What follows belongs to an exercise in optimizing a design on an open flow for small area, a short achievable clock period and few clock cycles per item; a production flow would make more cautious choices. In this exercise RTL edits were held to simulation tests only and were not proved equivalent to the original. Power figures rest on the tool's default switching activity, not on a simulated workload.

===== flow/flow/run.sh =====
#!/bin/bash
set -euo pipefail
bash standard.sh SETUP_SLACK_MARGIN=7 finish > standard.log 2>&1

===== flow/standard.sh =====
#!/bin/bash
# synth_recipe.tcl (not shown) runs the flow's synth.tcl, then flattens the netlist and writes it again
# the make line also repeats each setting of config.mk as NAME=value (left out here)
make -C /OpenROAD-flow-scripts/flow DESIGN_CONFIG=/design/flow/config.mk WORK_HOME=/design/flow/orfs CLKGATE_MAP_FILE= SYNTH_SCRIPT=/design/flow/synth_recipe.tcl "${@:-finish}"

===== flow/config.mk =====
export PLATFORM = sky130hd
export DESIGN_NAME = bitcrush_core
export DESIGN_NICKNAME = bitcrush_core
export VERILOG_FILES = /design/flow/design.v
export SDC_FILE = /design/flow/constraint.sdc
export NUM_CORES = 4
export LEC_CHECK = 0
export ABC_AREA = 1
export CAP_MARGIN = 20
export CORE_MARGIN = 2
export CORE_UTILIZATION = 40
export SLEW_MARGIN = 20
export SYNTH_MEMORY_MAX_BITS = 8192

===== flow/constraint.sdc =====
create_clock -name core_clock -period 12.0 [get_ports {clk}]
set_input_delay 2.4000 -clock core_clock [delete_from_list [all_inputs] [get_ports {clk}]]
set_output_delay 2.4000 -clock core_clock [all_outputs]
set_load 0.01 [all_outputs]

===== flow/design.v =====
module bitcrush_levels_rom (
    input  wire [8:0]  drive,
    output reg  [15:0] lvl_m
);
    always @(*) begin
        case (drive)
            9'd0: lvl_m = 16'd65535;
            9'd1: lvl_m = 16'd65524;
            9'd2: lvl_m = 16'd65493;
            9'd3: lvl_m = 16'd65441;
            9'd4: lvl_m = 16'd65368;
            9'd5: lvl_m = 16'd65275;
            9'd6: lvl_m = 16'd65161;
            9'd7: lvl_m = 16'd65027;
            9'd8: lvl_m = 16'd64872;
            9'd9: lvl_m = 16'd64698;
            9'd10: lvl_m = 16'd64503;
            9'd11: lvl_m = 16'd64288;
            9'd12: lvl_m = 16'd64054;
            9'd13: lvl_m = 16'd63801;
            9'd14: lvl_m = 16'd63528;
            9'd15: lvl_m = 16'd63236;
            9'd16: lvl_m = 16'd62926;
            9'd17: lvl_m = 16'd62598;
            9'd18: lvl_m = 16'd62251;
            9'd19: lvl_m = 16'd61887;
            9'd20: lvl_m = 16'd61505;
            9'd21: lvl_m = 16'd61106;
            9'd22: lvl_m = 16'd60691;
            9'd23: lvl_m = 16'd60259;
            9'd24: lvl_m = 16'd59811;
            9'd25: lvl_m = 16'd59348;
            9'd26: lvl_m = 16'd58870;
            9'd27: lvl_m = 16'd58377;
            9'd28: lvl_m = 16'd57870;
            9'd29: lvl_m = 16'd57349;
            9'd30: lvl_m = 16'd56814;
            9'd31: lvl_m = 16'd56267;
            9'd32: lvl_m = 16'd55708;
            9'd33: lvl_m = 16'd55136;
            9'd34: lvl_m = 16'd54553;
            9'd35: lvl_m = 16'd53959;
            9'd36: lvl_m = 16'd53355;
            9'd37: lvl_m = 16'd52740;
            9'd38: lvl_m = 16'd52117;
            9'd39: lvl_m = 16'd51484;
            9'd40: lvl_m = 16'd50842;
            9'd41: lvl_m = 16'd50193;
            9'd42: lvl_m = 16'd49537;
            9'd43: lvl_m = 16'd48873;
            9'd44: lvl_m = 16'd48203;
            9'd45: lvl_m = 16'd47527;
            9'd46: lvl_m = 16'd46846;
            9'd47: lvl_m = 16'd46160;
            9'd48: lvl_m = 16'd45469;
            9'd49: lvl_m = 16'd44775;
            9'd50: lvl_m = 16'd44077;
            9'd51: lvl_m = 16'd43377;
            9'd52: lvl_m = 16'd42673;
            9'd53: lvl_m = 16'd41969;
            9'd54: lvl_m = 16'd41262;
            9'd55: lvl_m = 16'd40555;
            9'd56: lvl_m = 16'd39847;
            9'd57: lvl_m = 16'd39139;
            9'd58: lvl_m = 16'd38431;
            9'd59: lvl_m = 16'd37724;
            9'd60: lvl_m = 16'd37019;
            9'd61: lvl_m = 16'd36315;
            9'd62: lvl_m = 16'd35613;
            9'd63: lvl_m = 16'd34914;
            9'd64: lvl_m = 16'd34217;
            9'd65: lvl_m = 16'd33524;
            9'd66: lvl_m = 16'd32834;
            9'd67: lvl_m = 16'd32149;
            9'd68: lvl_m = 16'd31468;
            9'd69: lvl_m = 16'd30791;
            9'd70: lvl_m = 16'd30119;
            9'd71: lvl_m = 16'd29453;
            9'd72: lvl_m = 16'd28792;
            9'd73: lvl_m = 16'd28138;
            9'd74: lvl_m = 16'd27489;
            9'd75: lvl_m = 16'd26847;
            9'd76: lvl_m = 16'd26211;
            9'd77: lvl_m = 16'd25583;
            9'd78: lvl_m = 16'd24961;
            9'd79: lvl_m = 16'd24347;
            9'd80: lvl_m = 16'd23741;
            9'd81: lvl_m = 16'd23142;
            9'd82: lvl_m = 16'd22551;
            9'd83: lvl_m = 16'd21968;
            9'd84: lvl_m = 16'd21394;
            9'd85: lvl_m = 16'd20828;
            9'd86: lvl_m = 16'd20270;
            9'd87: lvl_m = 16'd19722;
            9'd88: lvl_m = 16'd19181;
            9'd89: lvl_m = 16'd18650;
            9'd90: lvl_m = 16'd18128;
            9'd91: lvl_m = 16'd17615;
            9'd92: lvl_m = 16'd17111;
            9'd93: lvl_m = 16'd16616;
            9'd94: lvl_m = 16'd16130;
            9'd95: lvl_m = 16'd15654;
            9'd96: lvl_m = 16'd15186;
            9'd97: lvl_m = 16'd14728;
            9'd98: lvl_m = 16'd14280;
            9'd99: lvl_m = 16'd13840;
            9'd100: lvl_m = 16'd13410;
            9'd101: lvl_m = 16'd12989;
            9'd102: lvl_m = 16'd12577;
            9'd103: lvl_m = 16'd12175;
            9'd104: lvl_m = 16'd11781;
            9'd105: lvl_m = 16'd11397;
            9'd106: lvl_m = 16'd11022;
            9'd107: lvl_m = 16'd10656;
            9'd108: lvl_m = 16'd10298;
            9'd109: lvl_m = 16'd9950;
            9'd110: lvl_m = 16'd9610;
            9'd111: lvl_m = 16'd9279;
            9'd112: lvl_m = 16'd8956;
            9'd113: lvl_m = 16'd8642;
            9'd114: lvl_m = 16'd8336;
            9'd115: lvl_m = 16'd8039;
            9'd116: lvl_m = 16'd7749;
            9'd117: lvl_m = 16'd7468;
            9'd118: lvl_m = 16'd7195;
            9'd119: lvl_m = 16'd6929;
            9'd120: lvl_m = 16'd6671;
            9'd121: lvl_m = 16'd6421;
            9'd122: lvl_m = 16'd6178;
            9'd123: lvl_m = 16'd5943;
            9'd124: lvl_m = 16'd5714;
            9'd125: lvl_m = 16'd5493;
            9'd126: lvl_m = 16'd5278;
            9'd127: lvl_m = 16'd5071;
            9'd128: lvl_m = 16'd4869;
            9'd129: lvl_m = 16'd4675;
            9'd130: lvl_m = 16'd4487;
            9'd131: lvl_m = 16'd4305;
            9'd132: lvl_m = 16'd4129;
            9'd133: lvl_m = 16'd3959;
            9'd134: lvl_m = 16'd3794;
            9'd135: lvl_m = 16'd3636;
            9'd136: lvl_m = 16'd3483;
            9'd137: lvl_m = 16'd3335;
            9'd138: lvl_m = 16'd3193;
            9'd139: lvl_m = 16'd3055;
            9'd140: lvl_m = 16'd2923;
            9'd141: lvl_m = 16'd2795;
            9'd142: lvl_m = 16'd2673;
            9'd143: lvl_m = 16'd2554;
            9'd144: lvl_m = 16'd2441;
            9'd145: lvl_m = 16'd2331;
            9'd146: lvl_m = 16'd2226;
            9'd147: lvl_m = 16'd2125;
            9'd148: lvl_m = 16'd2028;
            9'd149: lvl_m = 16'd1934;
            9'd150: lvl_m = 16'd1844;
            9'd151: lvl_m = 16'd1758;
            9'd152: lvl_m = 16'd1676;
            9'd153: lvl_m = 16'd1597;
            9'd154: lvl_m = 16'd1521;
            9'd155: lvl_m = 16'd1448;
            9'd156: lvl_m = 16'd1378;
            9'd157: lvl_m = 16'd1311;
            9'd158: lvl_m = 16'd1247;
            9'd159: lvl_m = 16'd1186;
            9'd160: lvl_m = 16'd1127;
            9'd161: lvl_m = 16'd1071;
            9'd162: lvl_m = 16'd1018;
            9'd163: lvl_m = 16'd966;
            9'd164: lvl_m = 16'd918;
            9'd165: lvl_m = 16'd871;
            9'd166: lvl_m = 16'd826;
            9'd167: lvl_m = 16'd784;
            9'd168: lvl_m = 16'd743;
            9'd169: lvl_m = 16'd704;
            9'd170: lvl_m = 16'd667;
            9'd171: lvl_m = 16'd632;
            9'd172: lvl_m = 16'd598;
            9'd173: lvl_m = 16'd567;
            9'd174: lvl_m = 16'd536;
            9'd175: lvl_m = 16'd507;
            9'd176: lvl_m = 16'd480;
            9'd177: lvl_m = 16'd453;
            9'd178: lvl_m = 16'd428;
            9'd179: lvl_m = 16'd405;
            9'd180: lvl_m = 16'd382;
            9'd181: lvl_m = 16'd361;
            9'd182: lvl_m = 16'd341;
            9'd183: lvl_m = 16'd321;
            9'd184: lvl_m = 16'd303;
            9'd185: lvl_m = 16'd286;
            9'd186: lvl_m = 16'd269;
            9'd187: lvl_m = 16'd254;
            9'd188: lvl_m = 16'd239;
            9'd189: lvl_m = 16'd225;
            9'd190: lvl_m = 16'd212;
            9'd191: lvl_m = 16'd199;
            9'd192: lvl_m = 16'd188;
            9'd193: lvl_m = 16'd176;
            9'd194: lvl_m = 16'd166;
            9'd195: lvl_m = 16'd156;
            9'd196: lvl_m = 16'd146;
            9'd197: lvl_m = 16'd137;
            9'd198: lvl_m = 16'd129;
            9'd199: lvl_m = 16'd121;
            9'd200: lvl_m = 16'd113;
            9'd201: lvl_m = 16'd106;
            9'd202: lvl_m = 16'd100;
            9'd203: lvl_m = 16'd93;
            9'd204: lvl_m = 16'd87;
            9'd205: lvl_m = 16'd82;
            9'd206: lvl_m = 16'd77;
            9'd207: lvl_m = 16'd72;
            9'd208: lvl_m = 16'd67;
            9'd209: lvl_m = 16'd63;
            9'd210: lvl_m = 16'd58;
            9'd211: lvl_m = 16'd55;
            9'd212: lvl_m = 16'd51;
            9'd213: lvl_m = 16'd48;
            9'd214: lvl_m = 16'd44;
            9'd215: lvl_m = 16'd41;
            9'd216: lvl_m = 16'd38;
            9'd217: lvl_m = 16'd36;
            9'd218: lvl_m = 16'd33;
            9'd219: lvl_m = 16'd31;
            9'd220: lvl_m = 16'd29;
            9'd221: lvl_m = 16'd27;
            9'd222: lvl_m = 16'd25;
            9'd223: lvl_m = 16'd23;
            9'd224: lvl_m = 16'd21;
            9'd225: lvl_m = 16'd20;
            9'd226: lvl_m = 16'd18;
            9'd227: lvl_m = 16'd17;
            9'd228: lvl_m = 16'd16;
            9'd229: lvl_m = 16'd14;
            9'd230: lvl_m = 16'd13;
            9'd231: lvl_m = 16'd12;
            9'd232: lvl_m = 16'd11;
            9'd233: lvl_m = 16'd10;
            9'd234: lvl_m = 16'd10;
            9'd235: lvl_m = 16'd9;
            9'd236: lvl_m = 16'd8;
            9'd237: lvl_m = 16'd7;
            9'd238: lvl_m = 16'd7;
            9'd239: lvl_m = 16'd6;
            9'd240: lvl_m = 16'd6;
            9'd241: lvl_m = 16'd5;
            9'd242: lvl_m = 16'd5;
            9'd243: lvl_m = 16'd4;
            9'd244: lvl_m = 16'd4;
            9'd245: lvl_m = 16'd3;
            9'd246: lvl_m = 16'd3;
            9'd247: lvl_m = 16'd3;
            9'd248: lvl_m = 16'd2;
            9'd249: lvl_m = 16'd2;
            9'd250: lvl_m = 16'd2;
            9'd251: lvl_m = 16'd1;
            9'd252: lvl_m = 16'd1;
            9'd253: lvl_m = 16'd1;
            9'd254: lvl_m = 16'd1;
            9'd255: lvl_m = 16'd1;
            9'd256: lvl_m = 16'd1;
            default: lvl_m = 16'd1;
        endcase
    end
endmodule
module bitcrush_factor_rom (
    input  wire [8:0] drive,
    output wire [4:0] fm1
);
    function [4:0] fm1_of;
        input [8:0] d;
        case (d)
            9'd0: fm1_of = 5'd0;
            9'd1: fm1_of = 5'd0;
            9'd2: fm1_of = 5'd0;
            9'd3: fm1_of = 5'd0;
            9'd4: fm1_of = 5'd0;
            9'd5: fm1_of = 5'd0;
            9'd6: fm1_of = 5'd0;
            9'd7: fm1_of = 5'd0;
            9'd8: fm1_of = 5'd0;
            9'd9: fm1_of = 5'd0;
            9'd10: fm1_of = 5'd0;
            9'd11: fm1_of = 5'd0;
            9'd12: fm1_of = 5'd0;
            9'd13: fm1_of = 5'd0;
            9'd14: fm1_of = 5'd0;
            9'd15: fm1_of = 5'd0;
            9'd16: fm1_of = 5'd0;
            9'd17: fm1_of = 5'd0;
            9'd18: fm1_of = 5'd0;
            9'd19: fm1_of = 5'd0;
            9'd20: fm1_of = 5'd0;
            9'd21: fm1_of = 5'd0;
            9'd22: fm1_of = 5'd0;
            9'd23: fm1_of = 5'd0;
            9'd24: fm1_of = 5'd0;
            9'd25: fm1_of = 5'd0;
            9'd26: fm1_of = 5'd0;
            9'd27: fm1_of = 5'd0;
            9'd28: fm1_of = 5'd0;
            9'd29: fm1_of = 5'd0;
            9'd30: fm1_of = 5'd0;
            9'd31: fm1_of = 5'd0;
            9'd32: fm1_of = 5'd0;
            9'd33: fm1_of = 5'd0;
            9'd34: fm1_of = 5'd0;
            9'd35: fm1_of = 5'd0;
            9'd36: fm1_of = 5'd0;
            9'd37: fm1_of = 5'd0;
            9'd38: fm1_of = 5'd0;
            9'd39: fm1_of = 5'd0;
            9'd40: fm1_of = 5'd0;
            9'd41: fm1_of = 5'd0;
            9'd42: fm1_of = 5'd0;
            9'd43: fm1_of = 5'd0;
            9'd44: fm1_of = 5'd0;
            9'd45: fm1_of = 5'd0;
            9'd46: fm1_of = 5'd1;
            9'd47: fm1_of = 5'd1;
            9'd48: fm1_of = 5'd1;
            9'd49: fm1_of = 5'd1;
            9'd50: fm1_of = 5'd1;
            9'd51: fm1_of = 5'd1;
            9'd52: fm1_of = 5'd1;
            9'd53: fm1_of = 5'd1;
            9'd54: fm1_of = 5'd1;
            9'd55: fm1_of = 5'd1;
            9'd56: fm1_of = 5'd1;
            9'd57: fm1_of = 5'd1;
            9'd58: fm1_of = 5'd1;
            9'd59: fm1_of = 5'd1;
            9'd60: fm1_of = 5'd1;
            9'd61: fm1_of = 5'd1;
            9'd62: fm1_of = 5'd1;
            9'd63: fm1_of = 5'd1;
            9'd64: fm1_of = 5'd1;
            9'd65: fm1_of = 5'd1;
            9'd66: fm1_of = 5'd2;
            9'd67: fm1_of = 5'd2;
            9'd68: fm1_of = 5'd2;
            9'd69: fm1_of = 5'd2;
            9'd70: fm1_of = 5'd2;
            9'd71: fm1_of = 5'd2;
            9'd72: fm1_of = 5'd2;
            9'd73: fm1_of = 5'd2;
            9'd74: fm1_of = 5'd2;
            9'd75: fm1_of = 5'd2;
            9'd76: fm1_of = 5'd2;
            9'd77: fm1_of = 5'd2;
            9'd78: fm1_of = 5'd2;
            9'd79: fm1_of = 5'd2;
            9'd80: fm1_of = 5'd3;
            9'd81: fm1_of = 5'd3;
            9'd82: fm1_of = 5'd3;
            9'd83: fm1_of = 5'd3;
            9'd84: fm1_of = 5'd3;
            9'd85: fm1_of = 5'd3;
            9'd86: fm1_of = 5'd3;
            9'd87: fm1_of = 5'd3;
            9'd88: fm1_of = 5'd3;
            9'd89: fm1_of = 5'd3;
            9'd90: fm1_of = 5'd3;
            9'd91: fm1_of = 5'd3;
            9'd92: fm1_of = 5'd4;
            9'd93: fm1_of = 5'd4;
            9'd94: fm1_of = 5'd4;
            9'd95: fm1_of = 5'd4;
            9'd96: fm1_of = 5'd4;
            9'd97: fm1_of = 5'd4;
            9'd98: fm1_of = 5'd4;
            9'd99: fm1_of = 5'd4;
            9'd100: fm1_of = 5'd4;
            9'd101: fm1_of = 5'd4;
            9'd102: fm1_of = 5'd4;
            9'd103: fm1_of = 5'd5;
            9'd104: fm1_of = 5'd5;
            9'd105: fm1_of = 5'd5;
            9'd106: fm1_of = 5'd5;
            9'd107: fm1_of = 5'd5;
            9'd108: fm1_of = 5'd5;
            9'd109: fm1_of = 5'd5;
            9'd110: fm1_of = 5'd5;
            9'd111: fm1_of = 5'd5;
            9'd112: fm1_of = 5'd5;
            9'd113: fm1_of = 5'd6;
            9'd114: fm1_of = 5'd6;
            9'd115: fm1_of = 5'd6;
            9'd116: fm1_of = 5'd6;
            9'd117: fm1_of = 5'd6;
            9'd118: fm1_of = 5'd6;
            9'd119: fm1_of = 5'd6;
            9'd120: fm1_of = 5'd6;
            9'd121: fm1_of = 5'd6;
            9'd122: fm1_of = 5'd7;
            9'd123: fm1_of = 5'd7;
            9'd124: fm1_of = 5'd7;
            9'd125: fm1_of = 5'd7;
            9'd126: fm1_of = 5'd7;
            9'd127: fm1_of = 5'd7;
            9'd128: fm1_of = 5'd7;
            9'd129: fm1_of = 5'd7;
            9'd130: fm1_of = 5'd7;
            9'd131: fm1_of = 5'd8;
            9'd132: fm1_of = 5'd8;
            9'd133: fm1_of = 5'd8;
            9'd134: fm1_of = 5'd8;
            9'd135: fm1_of = 5'd8;
            9'd136: fm1_of = 5'd8;
            9'd137: fm1_of = 5'd8;
            9'd138: fm1_of = 5'd9;
            9'd139: fm1_of = 5'd9;
            9'd140: fm1_of = 5'd9;
            9'd141: fm1_of = 5'd9;
            9'd142: fm1_of = 5'd9;
            9'd143: fm1_of = 5'd9;
            9'd144: fm1_of = 5'd9;
            9'd145: fm1_of = 5'd9;
            9'd146: fm1_of = 5'd10;
            9'd147: fm1_of = 5'd10;
            9'd148: fm1_of = 5'd10;
            9'd149: fm1_of = 5'd10;
            9'd150: fm1_of = 5'd10;
            9'd151: fm1_of = 5'd10;
            9'd152: fm1_of = 5'd10;
            9'd153: fm1_of = 5'd11;
            9'd154: fm1_of = 5'd11;
            9'd155: fm1_of = 5'd11;
            9'd156: fm1_of = 5'd11;
            9'd157: fm1_of = 5'd11;
            9'd158: fm1_of = 5'd11;
            9'd159: fm1_of = 5'd11;
            9'd160: fm1_of = 5'd12;
            9'd161: fm1_of = 5'd12;
            9'd162: fm1_of = 5'd12;
            9'd163: fm1_of = 5'd12;
            9'd164: fm1_of = 5'd12;
            9'd165: fm1_of = 5'd12;
            9'd166: fm1_of = 5'd13;
            9'd167: fm1_of = 5'd13;
            9'd168: fm1_of = 5'd13;
            9'd169: fm1_of = 5'd13;
            9'd170: fm1_of = 5'd13;
            9'd171: fm1_of = 5'd13;
            9'd172: fm1_of = 5'd13;
            9'd173: fm1_of = 5'd14;
            9'd174: fm1_of = 5'd14;
            9'd175: fm1_of = 5'd14;
            9'd176: fm1_of = 5'd14;
            9'd177: fm1_of = 5'd14;
            9'd178: fm1_of = 5'd14;
            9'd179: fm1_of = 5'd15;
            9'd180: fm1_of = 5'd15;
            9'd181: fm1_of = 5'd15;
            9'd182: fm1_of = 5'd15;
            9'd183: fm1_of = 5'd15;
            9'd184: fm1_of = 5'd16;
            9'd185: fm1_of = 5'd16;
            9'd186: fm1_of = 5'd16;
            9'd187: fm1_of = 5'd16;
            9'd188: fm1_of = 5'd16;
            9'd189: fm1_of = 5'd16;
            9'd190: fm1_of = 5'd17;
            9'd191: fm1_of = 5'd17;
            9'd192: fm1_of = 5'd17;
            9'd193: fm1_of = 5'd17;
            9'd194: fm1_of = 5'd17;
            9'd195: fm1_of = 5'd17;
            9'd196: fm1_of = 5'd18;
            9'd197: fm1_of = 5'd18;
            9'd198: fm1_of = 5'd18;
            9'd199: fm1_of = 5'd18;
            9'd200: fm1_of = 5'd18;
            9'd201: fm1_of = 5'd19;
            9'd202: fm1_of = 5'd19;
            9'd203: fm1_of = 5'd19;
            9'd204: fm1_of = 5'd19;
            9'd205: fm1_of = 5'd19;
            9'd206: fm1_of = 5'd20;
            9'd207: fm1_of = 5'd20;
            9'd208: fm1_of = 5'd20;
            9'd209: fm1_of = 5'd20;
            9'd210: fm1_of = 5'd20;
            9'd211: fm1_of = 5'd21;
            9'd212: fm1_of = 5'd21;
            9'd213: fm1_of = 5'd21;
            9'd214: fm1_of = 5'd21;
            9'd215: fm1_of = 5'd21;
            9'd216: fm1_of = 5'd22;
            9'd217: fm1_of = 5'd22;
            9'd218: fm1_of = 5'd22;
            9'd219: fm1_of = 5'd22;
            9'd220: fm1_of = 5'd22;
            9'd221: fm1_of = 5'd23;
            9'd222: fm1_of = 5'd23;
            9'd223: fm1_of = 5'd23;
            9'd224: fm1_of = 5'd23;
            9'd225: fm1_of = 5'd23;
            9'd226: fm1_of = 5'd24;
            9'd227: fm1_of = 5'd24;
            9'd228: fm1_of = 5'd24;
            9'd229: fm1_of = 5'd24;
            9'd230: fm1_of = 5'd25;
            9'd231: fm1_of = 5'd25;
            9'd232: fm1_of = 5'd25;
            9'd233: fm1_of = 5'd25;
            9'd234: fm1_of = 5'd25;
            9'd235: fm1_of = 5'd26;
            9'd236: fm1_of = 5'd26;
            9'd237: fm1_of = 5'd26;
            9'd238: fm1_of = 5'd26;
            9'd239: fm1_of = 5'd27;
            9'd240: fm1_of = 5'd27;
            9'd241: fm1_of = 5'd27;
            9'd242: fm1_of = 5'd27;
            9'd243: fm1_of = 5'd27;
            9'd244: fm1_of = 5'd28;
            9'd245: fm1_of = 5'd28;
            9'd246: fm1_of = 5'd28;
            9'd247: fm1_of = 5'd28;
            9'd248: fm1_of = 5'd29;
            9'd249: fm1_of = 5'd29;
            9'd250: fm1_of = 5'd29;
            9'd251: fm1_of = 5'd29;
            9'd252: fm1_of = 5'd30;
            9'd253: fm1_of = 5'd30;
            9'd254: fm1_of = 5'd30;
            9'd255: fm1_of = 5'd30;
            9'd256: fm1_of = 5'd31;
            default: fm1_of = 5'd31;
        endcase
    endfunction
    assign fm1 = fm1_of(drive);
endmodule
module bitcrush_core (
    input  wire        clk,
    input  wire        rst,
    input  wire        cmd_valid,
    output reg         cmd_ready,
    input  wire [31:0] cmd_data,
    output reg         rsp_valid,
    output wire [31:0] rsp_data
);
    localparam [1:0] K_SAMP = 2'd0, K_ACK = 2'd1, K_ILL = 2'd2, K_GET = 2'd3;
    reg         in_v;
    reg  [3:0]  in_op;
    reg         in_rz;        
    reg  [15:0] in_dat;
    reg  [8:0]  drive_r;
    reg  [9:0]  gain_r;
    reg  [4:0]  fm1_r;        
    reg  [15:0] held_s;       
    reg  [15:0] held_m;       
    reg  [4:0]  cnt;
    reg         dirty;        
    reg         dpend;        
    reg  [5:0]  rep_front;
    reg  [6:0]  out_cnt;
    wire [15:0] data    = in_dat;
    wire        dz      = (data == 16'd0);
    wire        is_samp = in_rz && (in_op == 4'h1);
    wire        is_sd   = in_rz && (in_op == 4'h2);
    wire        is_sg   = in_rz && (in_op == 4'h3);
    wire        is_gd   = in_rz && (in_op == 4'h4) && dz;
    wire        is_gg   = in_rz && (in_op == 4'h5) && dz;
    wire        is_nop  = in_rz && (in_op == 4'h0) && dz;
    wire        latch    = (cnt >= fm1_r);
    wire        need_job = is_samp && (latch || dirty);
    wire        need_rec = !is_samp || need_job;
    wire [1:0]  rec_kind = is_samp ? K_SAMP :
                           (is_gd || is_gg) ? K_GET :
                           (is_nop || is_sd || is_sg) ? K_ACK : K_ILL;
    wire [8:0]  drive_new = data[15] ? 9'd0  : (data > 16'd256) ? 9'd256  : data[8:0];
    wire [9:0]  gain_new  = data[15] ? 10'd0 : (data > 16'd512) ? 10'd512 : data[9:0];
    wire [4:0]  fm1_d;
    bitcrush_factor_rom u_from (.drive(drive_r), .fm1(fm1_d));
    wire [15:0] m_cur;
    bitcrush_levels_rom u_rom (.drive(drive_r), .lvl_m(m_cur));
    reg         v1, v2, v3, v5;
    reg  [1:0]  k1, k2, k3;
    reg  [5:0]  p1, p2, p3;
    reg  [1:0]  i1, i2, i3;
    reg         gs1;          
    reg  [17:0] a1;
    reg  [2:0]  b10, b11;     
    reg  [15:0] u2;
    reg         n2;
    reg  [11:0] g2;
    reg         gp2;
    reg  [18:0] a2;
    reg  [15:0] m2;           
    reg  [15:0] r3, x3, m3;
    reg  [17:0] t3;           
    reg         n3, z3;
    reg  [15:0] val5;         
    reg         n5, z5;
    reg  [3:0]  rsp_hi;
    reg  [15:0] rsp_lo;
    assign rsp_data = {rsp_hi, 12'd0, rsp_lo};
    wire done1 = v1 && (k1 != K_SAMP || i1 == 2'd3);
    wire done2 = v2 && (k2 != K_SAMP || i2 == 2'd3);
    wire done3 = v3 && (k3 != K_SAMP || i3 == 2'd3);
    wire xf3   = done3 && (k3 == K_SAMP) && ((p3 == 6'd0) || ((p3 == 6'd1) && !v5));
    wire pop3c = v3 && (k3 != K_SAMP) && (p3 == 6'd0) && !v5;
    wire take3 = !v3 || xf3 || pop3c;
    wire xf2   = done2 && take3;
    wire take2 = !v2 || xf2;
    wire xf1   = done1 && take2;
    wire take1 = !v1 || xf1;
    wire blk     = is_samp && dpend;
    wire consume = in_v && !blk && (!need_rec || take1);
    wire load1   = in_v && !blk && need_rec && take1;
    wire any_rec = v1 | v2 | v3 | v5;
    wire h3 = v3 && !v5;
    wire h2 = v2 && !v3 && !v5;
    wire h1 = v1 && !v2 && !v3 && !v5;
    wire d3 = h3 && (p3 != 6'd0);
    wire d2 = h2 && (p2 != 6'd0);
    wire d1 = h1 && (p1 != 6'd0);
    wire df = !any_rec && (rep_front != 6'd0);
    wire emit_rep = d1 | d2 | d3 | df;
    wire emit     = emit_rep | v5 | pop3c;
    wire       acc_in   = cmd_valid && cmd_ready;
    wire       dirty_c  = is_sg ? 1'b1 : need_job ? 1'b0 : dirty;
    wire       pj_cons  = dirty_c || (is_samp ? (latch ? (fm1_r == 5'd0) : ({1'b0, cnt} + 6'd1 >= {1'b0, fm1_r}))
                                               : latch);
    wire       pred_job = dpend || (consume ? pj_cons : (dirty || latch));
    wire       dirty_nx = consume ? dirty_c : dirty;
    wire       dpend_nx = consume && is_sd;
    wire       in_samp  = (cmd_data[31:16] == 16'h1000);
    wire       in_v_nx  = acc_in || (in_v && !consume);
    wire       v1_nx    = load1 || (v1 && !xf1);
    wire       rdy_stay = !(in_v && !consume) ||
                          (!(is_samp && dpend_nx) && (!(need_rec || dpend) || !v1_nx));
    wire       rdy_samp = !dpend_nx && (!pred_job || !v1_nx);
    wire       rdy_oth  = !v1_nx;
    wire       rdy_room = (out_cnt <= 7'd58);
    wire       rdy_nx   = rdy_room && (acc_in ? (in_samp ? rdy_samp : rdy_oth) : rdy_stay);
    wire [6:0] out_em   = out_cnt - {6'd0, emit};
    wire [6:0] out_em1  = out_cnt + {6'd0, !emit};
    function [2:0] booth;    
        input [2:0] b;
        case (b)
            3'b000, 3'b111: booth = 3'b000;
            3'b001, 3'b010: booth = 3'b001;
            3'b011:         booth = 3'b010;
            3'b100:         booth = 3'b110;
            default:        booth = 3'b101;    
        endcase
    endfunction
    wire [15:0] s_ld = (is_samp && latch) ? data : held_s;
    reg  [4:0]  swn;          
    always @(*) begin
        case (i1)
            2'd0:    swn = held_s[7:3];
            2'd1:    swn = held_s[11:7];
            default: swn = held_s[15:11];
        endcase
    end
    wire [2:0]  bd10 = b10;
    wire [2:0]  bd11 = b11;
    wire [16:0] pp10 = bd10[0] ? {1'b0, held_m} : bd10[1] ? {held_m, 1'b0} : 17'd0;
    wire [16:0] pp11 = bd11[0] ? {1'b0, held_m} : bd11[1] ? {held_m, 1'b0} : 17'd0;
    wire [20:0] o10  = {{3{a1[17]}}, a1};
    wire [20:0] o11  = {21{bd10[2]}} ^ {4'b0, pp10};
    wire [20:0] o12  = ({21{bd11[2]}} ^ {4'b0, pp11}) << 2;
    wire [20:0] o13  = {18'd0, bd11[2], 1'b0, bd10[2]};
    wire [20:0] c1s  = o10 ^ o11 ^ o12;
    wire [20:0] c1c  = ((o10 & o11) | (o10 & o12) | (o11 & o12)) << 1;
    wire [20:0] c2s  = c1s ^ c1c ^ o13;
    wire [20:0] c2c  = ((c1s & c1c) | (c1s & o13) | (c1c & o13)) << 1;
    wire [20:0] t1   = c2s + c2c;
    wire [17:0] a1n  = t1[20:4] | {t1[20], 17'd0};
    wire        kneg = held_s[15];
    wire [15:0] u_in = t1[18:3] ^ {16{kneg}};
    wire        c_in = t1[2] ^ kneg;
    wire [2:0]  bd20 = booth({g2[1:0], gp2});
    wire [2:0]  bd21 = booth(g2[3:1]);
    wire [16:0] pp20 = bd20[0] ? {1'b0, u2} : bd20[1] ? {u2, 1'b0} : 17'd0;
    wire [16:0] pp21 = bd21[0] ? {1'b0, u2} : bd21[1] ? {u2, 1'b0} : 17'd0;
    wire [21:0] o20  = {{3{a2[18]}}, a2};
    wire [21:0] o21  = {22{bd20[2]}} ^ {5'b0, pp20};
    wire [21:0] o22  = ({22{bd21[2]}} ^ {5'b0, pp21}) << 2;
    wire [21:0] o23  = {19'd0, bd21[2], 1'b0, bd20[2]};
    wire [21:0] d1s  = o20 ^ o21 ^ o22;
    wire [21:0] d1c  = ((o20 & o21) | (o20 & o22) | (o21 & o22)) << 1;
    wire [21:0] d2s  = d1s ^ d1c ^ o23;
    wire [21:0] d2c  = ((d1s & d1c) | (d1s & o23) | (d1c & o23)) << 1;
    wire [21:0] t2   = d2s + d2c;
    wire [18:0] a2n  = t2[21:4] | {t2[21], 18'd0};
    wire [24:0] kg   = {a2[12:0], g2};
    wire [7:0]  kr   = kg[7:0];
    wire        mb   = m2[0];
    wire [1:0]  cx   = !n2 ? {1'b0, (mb ? (kr > 8'd128) : (kr != 8'd0))}
                           : (mb ? ((kr > 8'd128) ? 2'd2 : 2'd1) : {1'b0, (kr != 8'd0)});
    wire [1:0]  kx   = 2'd1 + {1'b0, n2} - cx;      
    wire [32:0] x0   = {1'b0, kg, 5'd0, kx};
    wire [32:0] x1   = {16'hFFFF, ~kg[24:8]};
    wire [32:0] x2   = {18'd0, m2[15:1]} ^ {33{n2}};
    wire [32:0] xs   = x0 ^ x1 ^ x2;
    wire [32:0] xc   = ((x0 & x1) | (x0 & x2) | (x1 & x2)) << 1;
    wire [32:0] xp   = xs + xc;
    wire [17:0] m3x  = {2'b0, m2} + {1'b0, m2, 1'b0};
    wire [17:0] r3w = {r3, x3[15:14]};
    wire [18:0] e31 = {1'b0, r3w} - {3'b0, m3};
    wire [18:0] e32 = {1'b0, r3w} - {2'b0, m3, 1'b0};
    wire [18:0] e33 = {1'b0, r3w} - {1'b0, t3};
    wire [1:0]  q3  = !e33[18] ? 2'd3 : !e32[18] ? 2'd2 : !e31[18] ? 2'd1 : 2'd0;
    wire [15:0] r3m = !e33[18] ? e33[15:0] : !e32[18] ? e32[15:0] : !e31[18] ? e31[15:0] : r3w[15:0];
    wire [15:0] x3m = {x3[13:0], q3};
    wire [17:0] r4w = {r3m, x3m[15:14]};
    wire [18:0] e41 = {1'b0, r4w} - {3'b0, m3};
    wire [18:0] e42 = {1'b0, r4w} - {2'b0, m3, 1'b0};
    wire [18:0] e43 = {1'b0, r4w} - {1'b0, t3};
    wire [1:0]  q4  = !e43[18] ? 2'd3 : !e42[18] ? 2'd2 : !e41[18] ? 2'd1 : 2'd0;
    wire [15:0] r3n = !e43[18] ? e43[15:0] : !e42[18] ? e42[15:0] : !e41[18] ? e41[15:0] : r4w[15:0];
    wire [15:0] x3n = {x3m[13:0], q4};
    reg  [15:0] vfin;
    always @(*) begin
        if (z5)
            vfin = 16'd0;
        else if (!n5)
            vfin = val5[15] ? 16'h7FFF : val5;
        else
            vfin = (val5[15] || (&val5[14:0])) ? 16'h8000 : ~val5;
    end
    always @(posedge clk) begin
        if (acc_in) begin
            in_op  <= cmd_data[31:28];
            in_rz  <= (cmd_data[27:16] == 12'd0);
            in_dat <= cmd_data[15:0];
        end
        if (consume) begin
            if (is_samp) begin
                if (latch) begin
                    cnt    <= 5'd0;
                    held_s <= data;
                    held_m <= m_cur;
                end else begin
                    cnt    <= cnt + 5'd1;
                end
            end
            if (is_sd)
                drive_r <= drive_new;
            if (is_sg)
                gain_r <= gain_new;
        end
        dirty <= dirty_nx;
        dpend <= dpend_nx;
        fm1_r <= fm1_d;
        if (load1) begin
            a1  <= 18'd0;
            i1  <= 2'd0;
            k1  <= rec_kind;
            gs1 <= is_gd;
            b10 <= booth({s_ld[1:0], 1'b0});
            b11 <= booth(s_ld[3:1]);
        end else if (v1 && !done1) begin
            a1  <= a1n;
            i1  <= i1 + 2'd1;
            b10 <= booth(swn[2:0]);
            b11 <= booth(swn[4:2]);
        end
        if (xf1) begin
            u2  <= u_in;
            n2  <= kneg;
            g2  <= {2'd0, gain_r};
            gp2 <= 1'b0;
            a2  <= c_in ? {9'd0, gain_r} : 19'd0;
            m2  <= (k1 == K_SAMP) ? held_m : gs1 ? {7'd0, drive_r} : {6'd0, gain_r};
            i2  <= 2'd0;
            k2  <= k1;
        end else if (v2 && !done2) begin
            g2  <= {t2[3:0], g2[11:4]};
            gp2 <= g2[3];
            a2  <= a2n;
            i2  <= i2 + 2'd1;
        end
        if (xf2) begin
            r3 <= xp[31:16];
            x3 <= xp[15:0];
            z3 <= xp[32];
            n3 <= n2;
            m3 <= m2;
            t3 <= m3x;
            i3 <= 2'd0;
            k3 <= k2;
        end else if (v3 && !done3) begin
            r3 <= r3n;
            x3 <= x3n;
            i3 <= i3 + 2'd1;
        end
        if (xf3) begin
            val5 <= x3n;
            n5   <= n3;
            z5   <= z3;
        end
        if (load1)   p1 <= rep_front - {5'd0, df};
        else if (d1) p1 <= p1 - 6'd1;
        if (xf1)     p2 <= p1 - {5'd0, d1};
        else if (d2) p2 <= p2 - 6'd1;
        if (xf2)     p3 <= p2 - {5'd0, d2};
        else if (d3) p3 <= p3 - 6'd1;
        if (emit) begin
            if (!pop3c) begin
                rsp_hi <= 4'b0001;
                rsp_lo <= vfin;
            end else begin
                case (k3)
                    K_GET:   begin rsp_hi <= 4'b0010; rsp_lo <= {6'd0, m3[9:0]}; end
                    K_ACK:   begin rsp_hi <= 4'b0000; rsp_lo <= 16'd0; end
                    default: begin rsp_hi <= 4'b1111; rsp_lo <= 16'd0; end
                endcase
            end
        end
        if (rst) begin
            in_v      <= 1'b0;
            cmd_ready <= 1'b0;
            v1 <= 1'b0; v2 <= 1'b0; v3 <= 1'b0; v5 <= 1'b0;
            rsp_valid <= 1'b0;
            rep_front <= 6'd0;
            out_cnt   <= 7'd0;
            drive_r   <= 9'd128;
            gain_r    <= 10'd256;
            fm1_r     <= 5'd7;
            held_s    <= 16'd0;
            held_m    <= 16'd1;
            cnt       <= 5'd0;
            dirty     <= 1'b0;
            dpend     <= 1'b0;
            z5        <= 1'b1;
        end else begin
            in_v      <= in_v_nx;
            cmd_ready <= rdy_nx;
            v1 <= v1_nx;
            v2 <= xf1 || (v2 && !xf2);
            v3 <= xf2 || (v3 && !xf3 && !pop3c);
            v5 <= xf3;
            rsp_valid <= emit;
            rep_front <= load1 ? 6'd0 :
                         rep_front + {5'd0, consume && !need_rec} - {5'd0, df};
            out_cnt   <= acc_in ? out_em1 : out_em;
        end
    end
endmodule

==> reports/qor.txt, run 1 <==
gr usage total: 26.1%
crit end category: flip-flop
HP Class: reg2reg
Post-Route WL: 105,000 µm
Slew Limit Fails: 0
complex-gate fraction of the synthesized area: 18.4%
mux contribution to synthesized area: 0.0984%
CP required: 12.36 ns
maximum capacitance violations: 0
CTS tree: yes
io pins: 69
Min Clock Period, post-route: 4.81 ns
share of cells above drive strength 1: 7.21%
slowest cell delay on critical path: 0.50 ns
RSZ-0062 raised after global routing: true
clock sinks: 326
yosys warns: 3
row count: 101
Port Buffers: 56
Max Clock Skew: 0.0512 ns
Yosys top cell area share: 21.3%
clk buf depth: 3
Syn-to-layout area delta: 12.4%
leading post-synthesis cells by cell area: edfxtp_1, ha_1, nand2_1
setup TNS: 0 ns
VDD IR max: 0.000169 V
HPWL after detailed placement: 81,300 µm
Setup crit start kind: flip-flop
leakage power: 15.5 nW
Mapped Area: 30,500 µm²
via/cell ratio: 5.62
ys async rst share: 0%
worst slack, placed: 6.21 ns
CORE AREA: 75,700 µm²
Die X: 280 µm
Synth Area in Simple Gates: 20.3%
power density cells: 243 nW/µm²
register area share after synthesis: 28.5%
worst hold margin: 0.436 ns
gpl congestion: 1.08
Crit path max-delay family: simple AND/OR/NAND/NOR gates
Final #Nets: 4,527
worst-path maximum fanout: 14
# diodes: 0
max_slew headroom: 26.2%
largest net degree at the start of global routing: 69
Starting Density: 40.3%
final setup margin: 7.19 ns
status: finished clean
main flop type after synthesis: edfxtp_1
fin util: 45.3%
endpoints failing hold: 0
vias: 28,800
initial antenna violation count: 0
Clock transition at path regs: 0.06 ns
CP arrival: 5.17 ns
Synth Area in XOR/XNOR: 6.95%
H-tree levels: 2
Syn Area/Cell: 7.51 µm²
number of enable flip-flop cells after synthesis: 216
Cell variety after synth: 75
Post-Synth Adder-Cell Area: 16.9%
post-route ant nets: 0
fmax: 208 MHz
gr ovfl total: 0
main combinational cell family by area after synthesis: simple AND/OR/NAND/NOR gates
register bit total from synthesis: 326
final routed DRC violation total: 0
Die ar.: 78,500 µm²
final period utilization: 40.1%
height of the chip: 280 µm
worst path bufs/invs: 3
clock root cell: clkbuf_16
number of DRC markers in iteration 0: 2,703
crit path max-delay cell type: edfxtp_1
WL/cell: 20.4 µm
Cells after Synth: 4,061
first-pass GRT wire length: 160,000 µm
Filler Cell Count: 7,666
# setup viols final: 0
critical path's most frequent cell: nand2_1
Synth area leader: edfxtp_1
multi-input logic area: 19,700 µm²
vias in the first global route: 28,100
Clock Latency Late Sink: 0.60 ns
first-pass detailed-route iteration total: 6
critical path type: reg2reg
worst slew pin tran: 1.09 ns
total CTS buffers: 41
FF/Latch Area: 8690 µm²
==> worst reg2reg max path, stage by stage (launching register included) <==
cell	delay [ns]
edfxtp_1	0.50
ha_4	0.23
fa_2	0.39
inv_1	0.11
nand3_1	0.09
nand3_2	0.13
nand2_4	0.11
nand2_8	0.14
clkinvlp_4	0.17
o211ai_1	0.20
nand3_1	0.11
nand2_2	0.15
ha_1	0.31
a21oi_1	0.16
o21ai_1	0.14
a21boi_2	0.28
o21ai_1	0.17
nand2_1	0.09
nand2_1	0.08
a21oi_4	0.24
nand3_4	0.23
inv_2	0.19
nand2_1	0.07
nand3_1	0.06
nand2_1	0.05
nand3_1	0.06
nand2_1	0.09
==> through the flow <==
stage	total power, W	cells	instance area (µm²)
final	0.00833	5127	34300
after CTS	0.00814	5094	33600
after floorplan	0.00539	4072	30500
after detailed placement	0.00676	5009	32000
after global routing	0.00908	5127	34300
after global placement	0.00675	5009	32000
==> where the power goes <==
part	internal, W	leakage, nW	total [W]	switching (W)
clock	0.000748	0.692	0.00128	0.000536
sequential	0.00156	2.90	0.00171	0.000149
combinational	0.00201	11.9	0.00534	0.00333
total	0.00432	15.5	0.00833	0.00401
==> synth_stat cells (all sizes together) (10+ instances only) <==
library cell	number
nand2	802
inv	545
nor2	326
a21oi	319
ha	314
o21ai	311
nand3	218
edfxtp	216
xor2	177
dfxtp	110
o22ai	87
clkbuf	83
xnor2	65
fa	62
o211ai	60
buf	48
nor3	39
a31oi	34
nand4	31
or2	29
o21bai	18
a21boi	14
nor4	13
a211oi	12
a21o	11
o221ai	10
o311ai	10
o31ai	10
==> path summary, 6_finish.rpt <==
path         startpoint      to  slack (ns)  depth (start not counted)
min                  n3      n5        0.44                          0
max               t3[0]  r3[11]        7.19                         26
min reg2reg          n3      n5        0.44                          0
max reg2reg       t3[0]  r3[11]        7.19                         26
==> logic make-up (layout without fill, tap and decap cells) <==
| group | after synthesis | count (layout) |
|---|---|---|
| buffers and inverters | 684 | 758 |
| DFF | 326 | 326 |
| AOI/OAI and AO/OA | 958 | 958 |
| and+or+nand+nor | 1471 | 1474 |
| other | 1 | 12 |
| adders and majority gates | 376 | 376 |
| xor gates and xnor gates | 242 | 242 |
| muxes | 3 | 3 |
==> layout by cell type (no fill, tap or decap), types with 10 or more instances in the layout <==
cell               n
fa_1              60
nor4_1            12
o21bai_1          17
ha_1             294
a21oi_1          311
o21ai_1           23
ha_4              18
xor2_1           177
o22ai_1           85
inv_2             21
o21ai_0          278
o31ai_1           10
clkbuf_16         43
o211ai_1          59
a21o_1            11
edfxtp_1         216
dfxtp_1          108
buf_4             69
nand2_1          792
nor3_1            34
nand3_1          208
nand4_1           30
a31oi_1           34
or2_2             29
clkdlybuf4s50_1   55
o221ai_1          10
a21boi_0          11
nor2_1           313
conb_1            12
a211oi_1          11
xnor2_1           65
inv_1            516
==> timing repair <==
| item | in CTS | in global routing |
|---|---|---|
| cloned | 3 | 0 |
| hold buffers | 0 | 0 |
| pin swaps | 5 | 10 |
| gates resized for setup | 40 | 89 |
| setup endpoints to repair | 31 | 29 |
| setup buffers | 6 | 33 |
==> per-layer routing <==
metal  up-vias  part of all wire, %  track usage [%]
met2      1149                   46             43.9
li1      13900                    -                -
met4         0                  5.8             12.9
met3       322                  6.2             3.52
met1     13400                   42             32.9
met5         -                    0                0
==> registers in the layout (all words and copies together) (netlist names), 16 cells and up <==
register / flops
in_dat: 16
u2: 16
val5: 16
a2: 18
r3: 16
held_m: 16
a1: 17
t3: 18
m2: 16
held_s: 16
rsp_lo: 16
x3: 16
==> area by class of cell <==
cell class | count | area share (%)
sequential | 326 | 25.3
clock buffer | 54 | 3.43
timing repair buffer | 129 | 3.32
multi-input combinational | 3065 | 57.4
inverter | 553 | 6.16
clock inverter | 22 | 0.726
tap | 978 | 3.57
Testbench counts, summed over its fixed seeds: cycles 10,149, items 6,288.
==> inputs of run 2 (changes only) <==
--- a/flow/config.mk
+++ b/flow/config.mk
@@ -7,6 +7,6 @@
 export LEC_CHECK = 0
-export ABC_AREA = 1
 export CAP_MARGIN = 20
 export CORE_MARGIN = 2
-export CORE_UTILIZATION = 40
+export CORE_UTILIZATION = 60
+export PLACE_DENSITY = 0.75
 export SLEW_MARGIN = 20
==> run 2 against run 1 <==
  * Flip-flop and latch count unchanged
  * Worst setup slack worse by 0.71 ns
  * Clock-buffer cell count up 3
  * Power up 4.0%
  * Combinational power up 7.5%
  * Design area up 3.1%
  * Clock power down 7%
  * Sequential share of layout area down 0.73 points
  * Fmax down 13%
  * Largest power group unchanged
==> reports/qor.txt, run 2 <==
vias in the first global route: 27,800 (-1.1%)
final period utilization: 46.0% (+5.9 points)
RSZ-0062 raised after global routing: true
setup TNS: 0 ns (unchanged)
clock sinks: 326 (unchanged)
Yosys top cell area share: 20.8% (-0.47 points)
Starting Density: 60.7% (+20 points)
r2r setup slk: 6.48 ns (-0.71 ns)
worst reg2reg path depth: 26 (unchanged)
commonest non-fill, non-tap cell in the layout: nand2_1
row count: 83 (-18%)
first-pass detailed-route iteration total: 6 (unchanged)
crit path max-delay cell type: edfxtp_1
Synth area leader: edfxtp_1
WL/cell: 22.4 µm (+9.8%)
main flop type after synthesis: edfxtp_1
most frequent cells in the layout: nand2_1, nor2_1, ha_1, o21ai_0, a21oi_1
hold_buf cts: 0 (unchanged)
clk buf depth: 3 (unchanged)
crit end category: flip-flop
register area share after synthesis: 27.9% (-0.63 points)
max_slew headroom: 24.0% (-2.1 points)
H-tree levels: 2 (unchanged)
via/cell ratio: 6.55 (+17%)
Max Clock Skew: 0.0296 ns (-0.0216 ns)
CP arrival: 5.82 ns (+0.65 ns)
gpl congestion: 1.03 (-4.6%)
Die X: 232 µm (-17%)
Setup crit start kind: flip-flop
Power, Total: 0.00866 W (+4.0%)
Syn-to-layout area delta: 13.4%
status: finished clean
Syn Area/Cell: 8.36 µm² (+11%)
fmax: 181 MHz (-13%)
register bit total from synthesis: 326 (unchanged)
CTS tree: yes
HPWL after detailed placement: 72,800 µm (-11%)
Worst R2R End: r3[13]
HP Class: reg2reg
yosys warns: 3 (unchanged)
clock root cell: clkbuf_16
slowest cell delay on critical path: 0.45 ns (-0.05 ns)
post-route ant nets: 0 (unchanged)
height of the chip: 232 µm (-17%)
initial antenna violation count: 1 (+1)
first-pass GRT wire length: 155,000 µm (-3.6%)
total CTS buffers: 39 (-4.9%)
share of cells above drive strength 1: 11.1% (+3.9 points)
worst slew pin tran: 1.11 ns (+0.0174 ns)
top-count cell post-synth: nand2_1
Cells after Synth: 3,732 (-8.1%)
Cell variety after synth: 99 (+32%)
Clock transition at path regs: 0.06 ns (about the same)
Mapped Area: 31,200 µm² (+2.2%)
reg2reg start: t3[0]
Clock Latency Late Sink: 0.59 ns (about the same)
Top Registers: a2: 18 flops, t3: 18 flops, a1: 17 flops
Die ar.: 53,800 µm² (-31%)
Post-Route WL: 101,000 µm (-3.8%)
number of enable flip-flop cells after synthesis: 216 (unchanged)
critical path type: reg2reg
io pins: 69 (unchanged)
Port Buffers: 56 (unchanged)
# setup viols final: 0 (unchanged)
CP required: 12.30 ns (-0.06 ns)
leakage power: 14.1 nW (-8.7%)
Final #Nets: 4,189 (-7.5%)
worst-path maximum fanout: 6 (-8)
vias: 29,400 (+2.1%)
endpoints failing hold: 0 (unchanged)
ys async rst share: 0% (unchanged)
# diodes: 0 (unchanged)
maximum capacitance violations: 0 (unchanged)
Worst setup endpoint: r3[13]
Post-synth top cells: nand2_1, nor2_1, ha_1
VDD IR max: 0.000195 V (+15%)
Worst Setup SP: t3[0]
Min Clock Period, post-route: 5.52 ns (+0.711 ns)
gr usage total: 36.4% (+10 points)
final routed DRC violation total: 0 (unchanged)
CORE AREA: 51,400 µm² (-32%)
gr ovfl total: 0 (unchanged)
power density cells: 245 nW/µm² (+0.83%)
number of DRC markers in iteration 0: 3,278 (+21%)
largest net degree at the start of global routing: 95 (+38%)
leading post-synthesis cells by cell area: edfxtp_1, ha_1, dfxtp_1
Slew Limit Fails: 0 (unchanged)
run 2: layer usage:
metal	share of wire (%)	vias up	track usage, %
met5	0.011	-	0
met4	4.7	2	15.5
met3	8.1	315	5.96
met2	46	1494	60.4
met1	41	14000	46.8
li1	-	13600	-
run 2: how the worst min path moves through the flow:
stage	to	cells after the start	startpoint	slack [ns]
3_5_place_dp	val5[15]	0	x3[11]	0.44
4_1_cts	n5	0	n3	0.45
2_1_floorplan	n5	0	n3	0.40
5_1_grt	n5	0	n3	0.46
6_report	n5	0	n3	0.46
3_3_place_gp	n5	0	n3	0.43
run 2: metrics by stage:
stage	setup WS (ns)	area (µm²)	util, %	cells	hold WS, ns
6_report	6.48	35400	68.8	4489	0.456
5_1_grt	6.22	35400	68.8	4489	0.462
3_5_place_dp	5.47	32100	62.5	4300	0.440
3_3_place_gp	5.67	32100	62.5	4300	0.429
2_1_floorplan	6.69	31400	-	3743	0.400
4_1_cts	6.41	34700	67.5	4449	0.452
run 2: worst max-delay path, delay by kind of cell (launching register included):
kind	cells	cell delay (ns)
compound gates	13	2.72
simple gates	7	0.90
fa+ha+maj	3	0.74
flops	1	0.45
buf+inv	3	0.42
run 2: power by group:
| group | total [W] | switching, W | internal (W) | leakage (nW) |
|---|---|---|---|---|
| clock network | 0.00119 | 0.000516 | 0.000678 | 0.625 |
| logic | 0.00574 | 0.00318 | 0.00255 | 10.6 |
| registers | 0.00173 | 0.000185 | 0.00155 | 2.90 |
run 2: logic make-up after synthesis:
| kind of cell | after synthesis | synth area share, % |
|---|---|---|
| other | 1 | 0.0120 |
| adders and majority gates | 376 | 16.6 |
| and+or+nand+nor | 1130 | 16.8 |
| AOI/OAI and AO/OA | 1138 | 23.4 |
| buffers and inverters | 421 | 5.31 |
| DFF | 326 | 27.9 |
| muxes | 57 | 2.14 |
| xor gates and xnor gates | 283 | 7.95 |
run 2: what timing repair did:
action,in CTS,in global routing
pin swaps,55,52
gates cloned,2,1
buffers inserted,75,38
setup endpoints to repair,47,32
endpoints found under the hold margin,0,0
resized for setup,130,83
run 2: layout make-up:
class | instances | area (µm²)
multi-input cells | 2998 | 21900
fillers | 4116 | 16000
flip-flops and latches | 326 | 8700
repair buffers | 204 | 1840
clock buffers | 57 | 1110
well taps | 680 | 851
inverters | 209 | 798
clock inverters | 15 | 173
==> inputs of run 3 (changes only) <==
--- a/flow/config.mk
+++ b/flow/config.mk
@@ -9,4 +9,4 @@
 export CORE_MARGIN = 2
-export CORE_UTILIZATION = 60
-export PLACE_DENSITY = 0.75
+export CORE_UTILIZATION = 40
+export CTS_BUF_LIST = sky130_fd_sc_hd__clkbuf_4 sky130_fd_sc_hd__clkbuf_8
 export SLEW_MARGIN = 20
==> run 3 against run 2 <==
  * Clock skew rose by 0.020 ns
  * Still clean on timing, DRC and antenna
  * Via count fell by 4.0%
  * Clock-buffer cell count up 15
  * Die area increased by 49%
  * Register-to-register slack lost 0.06 ns
  * Critical path type unchanged
==> reports/qor.txt, run 3 <==
Crit path max-delay family: compound AO/OA/AOI/OAI gates
largest net degree at the start of global routing: 86 (-9.5%)
first-pass detailed-route iteration total: 5 (-1)
height of the chip: 283 µm (+22%)
number of DRC markers in iteration 0: 2,542 (-22%)
final period utilization: 46.5% (+0.49 points)
RSZ-0062 raised after global routing: true
Post-Route WL: 98,300 µm (-2.2%)
gr ovfl total: 0 (unchanged)
clock root cell: clkbuf_8
post-route ant nets: 0 (unchanged)
design area: 35,600 µm² (+0.78%)
dpl cells: 4,661 (+8.4%)
critical path type: reg2reg
register bit total from synthesis: 326 (unchanged)
HPWL after detailed placement: 71,900 µm (-1.2%)
CP arrival: 5.99 ns (+0.17 ns)
Synth area leader: edfxtp_1
Post-DP Area: 32,600 µm² (+1.4%)
Slew Limit Fails: 0 (unchanged)
VDD IR max: 0.000113 V (-42%)
gr usage total: 23.5% (-13 points)
clk buf depth: 3 (unchanged)
post-route insts no fill: 4,871 (+8.5%)
row count: 102 (+23%)
setup TNS: 0 ns (unchanged)
crit end category: flip-flop
gpl congestion: 0.975 (-5.2%)
power density cells: 237 nW/µm² (-3.2%)
GR Util met3: 2.68% (-3.3 points)
Cell variety after synth: 99 (unchanged)
worst slew pin tran: 1.05 ns (-0.0559 ns)
register area share after synthesis: 27.9% (unchanged)
Top Registers: a2: 18 flops, t3: 18 flops, a1: 17 flops
most frequent cells in the layout: nand2_1, nor2_1, ha_1, o21ai_0, a21oi_1
total CTS buffers: 61 (+56%)
Setup crit start kind: flip-flop
CP required: 12.41 ns (+0.11 ns)
CTS tree: yes
# setup viols final: 0 (unchanged)
top-count cell post-synth: nand2_1
io pins: 69 (unchanged)
Clock Latency Late Sink: 0.70 ns (+0.11 ns)
Final #Nets: 4,190 (+0.024%)
status: finished clean
clock sinks: 326 (unchanged)
Yosys top cell area share: 20.8% (unchanged)
crit-path cells: ha_4 -> fa_1 -> nand2b_1 -> a21oi_2 -> o221a_2 -> nor2_1 -> o31ai_2 -> buf_4 -> a21oi_1 -> a32o_1 -> ha_1 -> a21oi_2 -> nor2b_1 -> o31ai_2 -> o21ai_2 -> o221ai_2 -> o211ai_1 -> a311oi_2 -> o21ai_2 -> nand2_4 -> mux2_4 -> a211o_1
fmax: 179 MHz (-1.1%)
number of enable flip-flop cells after synthesis: 216 (unchanged)
Die X: 283 µm (+22%)
main flop type after synthesis: edfxtp_1
vias in the first global route: 26,900 (-3.4%)
maximum capacitance violations: 0 (unchanged)
ys async rst share: 0% (unchanged)
CORE AREA: 77,300 µm² (+50%)
Starting Density: 40.3% (-20 points)
first-pass GRT wire length: 151,000 µm (-2.2%)
met1 usage: 29.8% (-17 points)
leading post-synthesis cells by cell area: edfxtp_1, ha_1, dfxtp_1
share of cells above drive strength 1: 11.3% (+0.17 points)
worst-path maximum fanout: 14 (+8)
Cells after Synth: 3,732 (unchanged)
Min Clock Period, post-route: 5.58 ns (+0.0592 ns)
endpoints failing hold: 0 (unchanged)
Post-synth top cells: nand2_1, nor2_1, ha_1
crit path max-delay cell type: edfxtp_1
Syn Area/Cell: 8.36 µm² (unchanged)
initial antenna violation count: 1 (unchanged)
WL/cell: 20.2 µm (-9.9%)
Syn-to-layout area delta: 14.3%
grt peak-use layer: met2
Port Buffers: 56 (unchanged)
H-tree levels: 2 (unchanged)
Max Clock Skew: 0.0496 ns (+0.0200 ns)
final routed DRC violation total: 0 (unchanged)
Clock transition at path regs: 0.06 ns (about the same)
max_slew headroom: 29.5% (+5.5 points)
HP Class: reg2reg
yosys warns: 3 (unchanged)
via/cell ratio: 5.79 (-12%)
vias: 28,200 (-4.0%)
met2 Resource Use GR: 39.8% (-21 points)
Mapped Area: 31,200 µm² (unchanged)
slowest cell delay on critical path: 0.44 ns (about the same)
Die ar.: 80,200 µm² (+49%)
worst path bufs/invs: 1 (-2)
commonest non-fill, non-tap cell in the layout: nand2_1
leakage power: 14.1 nW (-0.23%)
-- run 3: cell counts after synthesis --
Identical to the previous run, type by type.
-- run 3: logic make-up (layout without fill, tap and decap cells) --
kind of cell | after synthesis | after routing | share of synthesized area [%]
XOR/XNOR | 283 | 283 | 7.95
flip-flops | 326 | 326 | 27.9
AO/OA/AOI/OAI | 1138 | 1138 | 23.4
multiplexers | 57 | 57 | 2.14
AND/OR/NAND/NOR | 1130 | 1133 | 16.8
adder cells (fa/ha/maj) | 376 | 376 | 16.6
buffers and inverters | 421 | 505 | 5.31
other | 1 | 13 | 0.0120
-- run 3: what timing repair did --
action | 4_1_cts | 5_1_grt
pin swaps | 40 | 57
resized for setup | 111 | 70
endpoints found under the setup margin | 50 | 37
hold buffers | 0 | 0
gates cloned | 4 | 2
endpoints found under the hold margin | 0 | 0
buffers inserted | 61 | 28
-- run 3: metal layers --
| layer | up-vias | routed length [µm] |
|---|---|---|
| met4 | 0 | 5130 |
| met2 | 1076 | 46600 |
| li1 | 13600 | - |
| met3 | 271 | 5570 |
| met5 | - | 0 |
| met1 | 13200 | 41000 |
-- run 3: final cells by class --
type | count | area (µm²)
clock buffer | 72 | 922
fill | 7673 | 41700
clock inverter | 42 | 542
antenna | 1 | 2.50
timing repair buffer | 182 | 1610
tap | 1040 | 1300
inverter | 209 | 796
sequential | 326 | 8700
multi-input combinational | 2999 | 21800
-- run 3: worst paths after layout --
kind / start / end / slack [ns] / cells after the start
worst max-delay path: t3[0] / r3[11] / 6.42 / 22
worst min-delay path: x3[11] / val5[15] / 0.45 / 0
worst max register to register: t3[0] / r3[11] / 6.42 / 22
worst min register to register: x3[11] / val5[15] / 0.45 / 0
-- run 3: report_power, final --
group / total, W / internal, W / switching (W)
Clock: 0.00130 / 0.000778 / 0.000524
Sequential: 0.00173 / 0.00155 / 0.000180
Combinational: 0.00542 / 0.00241 / 0.00301
-- run 3: metrics by stage --
step | setup WS [ns] | hold WS (ns) | util (%) | power [W]
floorplan | 6.69 | 0.400 | - | 0.00533
global placement | 5.54 | 0.430 | 42.1 | 0.00647
detailed placement | 5.48 | 0.431 | 42.1 | 0.00649
CTS | 6.41 | 0.443 | 45.3 | 0.00822
global route | 6.19 | 0.455 | 46.1 | 0.00912
finish | 6.42 | 0.453 | 46.1 | 0.00845
-- run 3: worst register-to-register path: cells and delay by family (launching register included) --
| kind | cells | cell delay (ns) |
|---|---|---|
| flops | 1 | 0.44 |
| mux | 1 | 0.31 |
| simple gates | 4 | 0.53 |
| buf+inv | 1 | 0.28 |
| compound gates | 13 | 2.76 |
| fa+ha+maj | 3 | 0.98 |
==> inputs of run 4 (changes only) <==
==> flow/flow/run.sh (replaced) <==
#!/bin/bash
set -euo pipefail
bash standard.sh SETUP_SLACK_MARGIN=6.5 finish > standard.log 2>&1
--- a/flow/config.mk
+++ b/flow/config.mk
@@ -7,2 +7,3 @@
 export LEC_CHECK = 0
+export ABC_AREA = 1
 export CAP_MARGIN = 20
@@ -10,3 +11,2 @@
 export CORE_UTILIZATION = 40
-export CTS_BUF_LIST = sky130_fd_sc_hd__clkbuf_4 sky130_fd_sc_hd__clkbuf_8
 export SLEW_MARGIN = 20
==> run 4 against run 3 <==
  * Highest routed layer unchanged
  * Core utilization is 1.8 points lower
  * Fmax is 7.2% higher
  * Sequential power about the same
  * Design area down 5.9%
  * Die area fell by 2.2%
  * Clock power about the same
  * Critical path depth rose by 4
  * Non-clock buffer count down 87
  * Largest cell class unchanged
  * Critical path type unchanged
  * Worst setup slack better by 0.38 ns
  * Combinational power is 5.0% lower
  * Power decreased by 3.7%
  * Global-route usage rose by 2.5 points
==> reports/qor.txt, run 4 <==
main flop type after synthesis: edfxtp_1
height of the chip: 280 µm (-1.1%)
first-pass GRT wire length: 159,000 µm (+5.4%)
Filler Cell Count: 7,732 (+0.77%)
vias: 28,500 (+0.90%)
total CTS buffers: 41 (-33%)
first-pass detailed-route iteration total: 8 (+3)
final period utilization: 43.4% (-3.1 points)
Mapped Area: 30,500 µm² (-2.2%)
status: finished clean
sw frac: 48.3% (+4.3 points)
gr ovfl total: 0 (unchanged)
CTS tree: yes
Final #Nets: 4,492 (+7.2%)
Crit path max-delay family: compound AO/OA/AOI/OAI gates
hold_buf cts: 0 (unchanged)
FF/Latch Area: 8690 µm² (-0.14%)
Starting Density: 40.3% (about the same)
RSZ-0062 raised after global routing: true
HP Class: reg2reg
WL/cell: 20.3 µm (+0.41%)
Yosys top cell area share: 21.3% (+0.47 points)
endpoints failing hold: 0 (unchanged)
Reg power frac: 20.9% (+0.4 points)
VDD IR max: 0.000169 V (+49%)
clock root cell: clkbuf_16
leakage power: 15.3 nW (+8.3%)
largest net degree at the start of global routing: 69 (-20%)
Cells after Synth: 4,061 (+8.8%)
internal cell power: 0.00421 W (-11%)
worst-path maximum fanout: 12 (-2)
initial antenna violation count: 0 (-1)
share of cells above drive strength 1: 4.96% (-6.3 points)
CP arrival: 5.56 ns (-0.43 ns)
crit end category: flip-flop
number of DRC markers in iteration 0: 2,583 (+1.6%)
Die X: 280 µm (-1.1%)
Port Buffers: 56 (unchanged)
Switch Pwr: 0.00393 W (+5.8%)
via/cell ratio: 5.59 (-3.5%)
CORE AREA: 75,700 µm² (-2.1%)
Die ar.: 78,500 µm² (-2.2%)
Comb pwr share: 63.3% (-0.8 points)
mux contribution to synthesized area: 0.0984% (-2.0 points)
Synth Area in Simple Gates: 20.3% (+3.6 points)
max_slew headroom: 25.6% (-3.9 points)
clk buf depth: 3 (unchanged)
power density cells: 243 nW/µm² (+2.3%)
Post-synth top cells: nand2_1, inv_1, nor2_1
Clock transition at path regs: 0.06 ns (about the same)
ys async rst share: 0% (unchanged)
Setup crit start kind: flip-flop
final routed DRC violation total: 0 (unchanged)
vias in the first global route: 28,000 (+4.1%)
number of enable flip-flop cells after synthesis: 216 (unchanged)
Synth Area in XOR/XNOR: 6.95% (-1.0 points)
# diodes: 0 (-1)
H-tree levels: 2 (unchanged)
register bit total from synthesis: 326 (unchanged)
top-count cell post-synth: nand2_1
Syn Area/Cell: 7.51 µm² (-10%)
complex-gate fraction of the synthesized area: 18.4% (-5.0 points)
clock sinks: 326 (unchanged)
most frequent cells in the layout: nand2_1, inv_1, nor2_1, a21oi_1, ha_1
# setup viols final: 0 (unchanged)
worst hold margin: 0.435 ns (-0.0181 ns)
critical path's most frequent cell: nand2_1
Max Clock Skew: 0.0536 ns (+0.00402 ns)
main combinational cell family by area after synthesis: simple AND/OR/NAND/NOR gates
setup TNS: 0 ns (unchanged)
gr usage total: 25.9% (+2.5 points)
CP required: 12.35 ns (-0.06 ns)
register area share after synthesis: 28.5% (+0.63 points)
Top Registers: a2: 18 flops, t3: 18 flops, a1: 17 flops
slowest cell delay on critical path: 0.47 ns (+0.03 ns)
io pins: 69 (unchanged)
Cell variety after synth: 75 (-24%)
row count: 101 (-0.98%)
worst path bufs/invs: 3 (+2)
maximum capacitance violations: 0 (unchanged)
gpl congestion: 1.08 (+11%)
crit path max-delay cell type: fa_1
post-route ant nets: 0 (unchanged)
Min Clock Period, post-route: 5.20 ns (-0.375 ns)
Clock Latency Late Sink: 0.60 ns (-0.10 ns)
commonest non-fill, non-tap cell in the layout: nand2_1
fmax: 192 MHz (+7.2%)
multi-input logic area: 19,300 µm² (-11%)
HPWL after detailed placement: 81,300 µm (+13%)
Post-Synth Adder-Cell Area: 16.9% (+0.37 points)
yosys warns: 3 (unchanged)
leading post-synthesis cells by cell area: edfxtp_1, ha_1, nand2_1
critical path type: reg2reg
Clk pwr share: 15.8% (+0.4 points)
worst slew pin tran: 1.11 ns (+0.0538 ns)
Synth area leader: edfxtp_1
Syn-to-layout area delta: 9.95%
Post-Route WL: 103,000 µm (+5.0%)
Slew Limit Fails: 0 (unchanged)
[run 4: changes by cell type in the layout (fill, tap and decap cells not counted), moves of 50 or more]
cell / before / now
nand2_1: 358 / 794
inv_1: 197 / 531
nand3_1: 92 / 211
xnor2_1: 174 / 65
xor2_1: 104 / 177
buf_4: 111 / 39
o22ai_1: 20 / 86
a21o_1: 71 / 11
clkbuf_8: 61 / 6
nor2b_1: 50 / 0
[run 4: final cells by class]
| class | count | area share (%) |
|---|---|---|
| multi-input cells | 3064 | 57.4 |
| inverters | 553 | 6.24 |
| flip-flops and latches | 326 | 25.9 |
| clock buffers | 54 | 3.51 |
| repair buffers | 95 | 2.53 |
| well taps | 978 | 3.65 |
| clock inverters | 22 | 0.742 |
[run 4: worst paths after layout]
kind | start | cells past startpoint | slack (ns) | to
setup / recovery | m3[5] | 26 | 6.80 | r3[13]
hold / removal | n3 | 0 | 0.43 | n5
setup reg to reg | m3[5] | 26 | 6.80 | r3[13]
hold reg to reg | n3 | 0 | 0.43 | n5
[run 4: logic make-up (layout without fill, tap and decap cells)]
kind of cell | Yosys count | after routing
simple gates | 1471 | 1473
other cells | 1 | 12
xor+xnor | 242 | 242
compound gates | 958 | 958
fa+ha+maj | 376 | 376
buf+inv | 684 | 724
mux | 3 | 3
flops | 326 | 326
[run 4: what timing repair did]
item / CTS / global route
pin swaps: 0 / 3
resized for setup: 5 / 25
buffers inserted: 0 / 5
setup endpoints to repair: 19 / 26
cloned: 0 / 2
[run 4: layer usage]
metal	GRT usage, %	up-vias	routed length, µm
li1	-	13800	-
met1	32.8	13200	43300
met2	43.4	1128	47600
met3	3.56	303	6600
met4	12.6	0	5700
met5	0	-	0
[run 4: per-stage QoR]
stage	worst slack (ns)	total power [W]	std cells	utilization [%]	instance area, µm²
2_1_floorplan	7.26	0.00539	4072	-	30500
3_3_place_gp	6.34	0.00675	5009	42.3	32000
3_5_place_dp	6.21	0.00676	5009	42.3	32000
4_1_cts	6.50	0.00809	5085	44.2	33400
5_1_grt	6.47	0.00889	5092	44.3	33500
6_report	6.80	0.00814	5092	44.3	33500
[run 4: power by group through the flow]
stage          Clock (W)  Sequential [W]  Combinational (W)
3_3_place_gp           0         0.00172            0.00502
6_report         0.00128         0.00170            0.00515
2_1_floorplan          0         0.00169            0.00370
5_1_grt          0.00135         0.00173            0.00581
3_5_place_dp           0         0.00173            0.00503
4_1_cts          0.00131         0.00171            0.00507

port drivers added, routing unchanged:
In the flow no input, the clock included, has a driving cell. The finished layouts below were timed again as built, in two steps.
Step 1: set_driving_cell puts a clkbuf_16 on clk and a buf_2 on each other input, an assumption about the parent block.
Step 2 also shifts input and output timing later by t, the mid clock arrival at the registers, as if the neighbouring blocks saw the same clock.
Three values: ideal, step 1, step 2; two values: the first two.
run	t, ns	setup slack, ns	hold WS [ns]
run 1	0.645	7.191 / 7.191 / 6.996	0.436 / 0.436 / 0.436
run 2	0.635	6.479 / 6.479 / 6.479	0.456 / 0.456 / 0.456
run 3	0.732	6.420 / 6.420 / 6.420	0.453 / 0.453 / 0.453
run 4	0.645	6.795 / 6.795 / 6.795	0.435 / 0.435 / 0.435
After both steps every run listed still meets setup and hold. The setup slack of run 1, which loses most, moves by 0.000 ns with the drivers and by -0.195 ns with both steps.
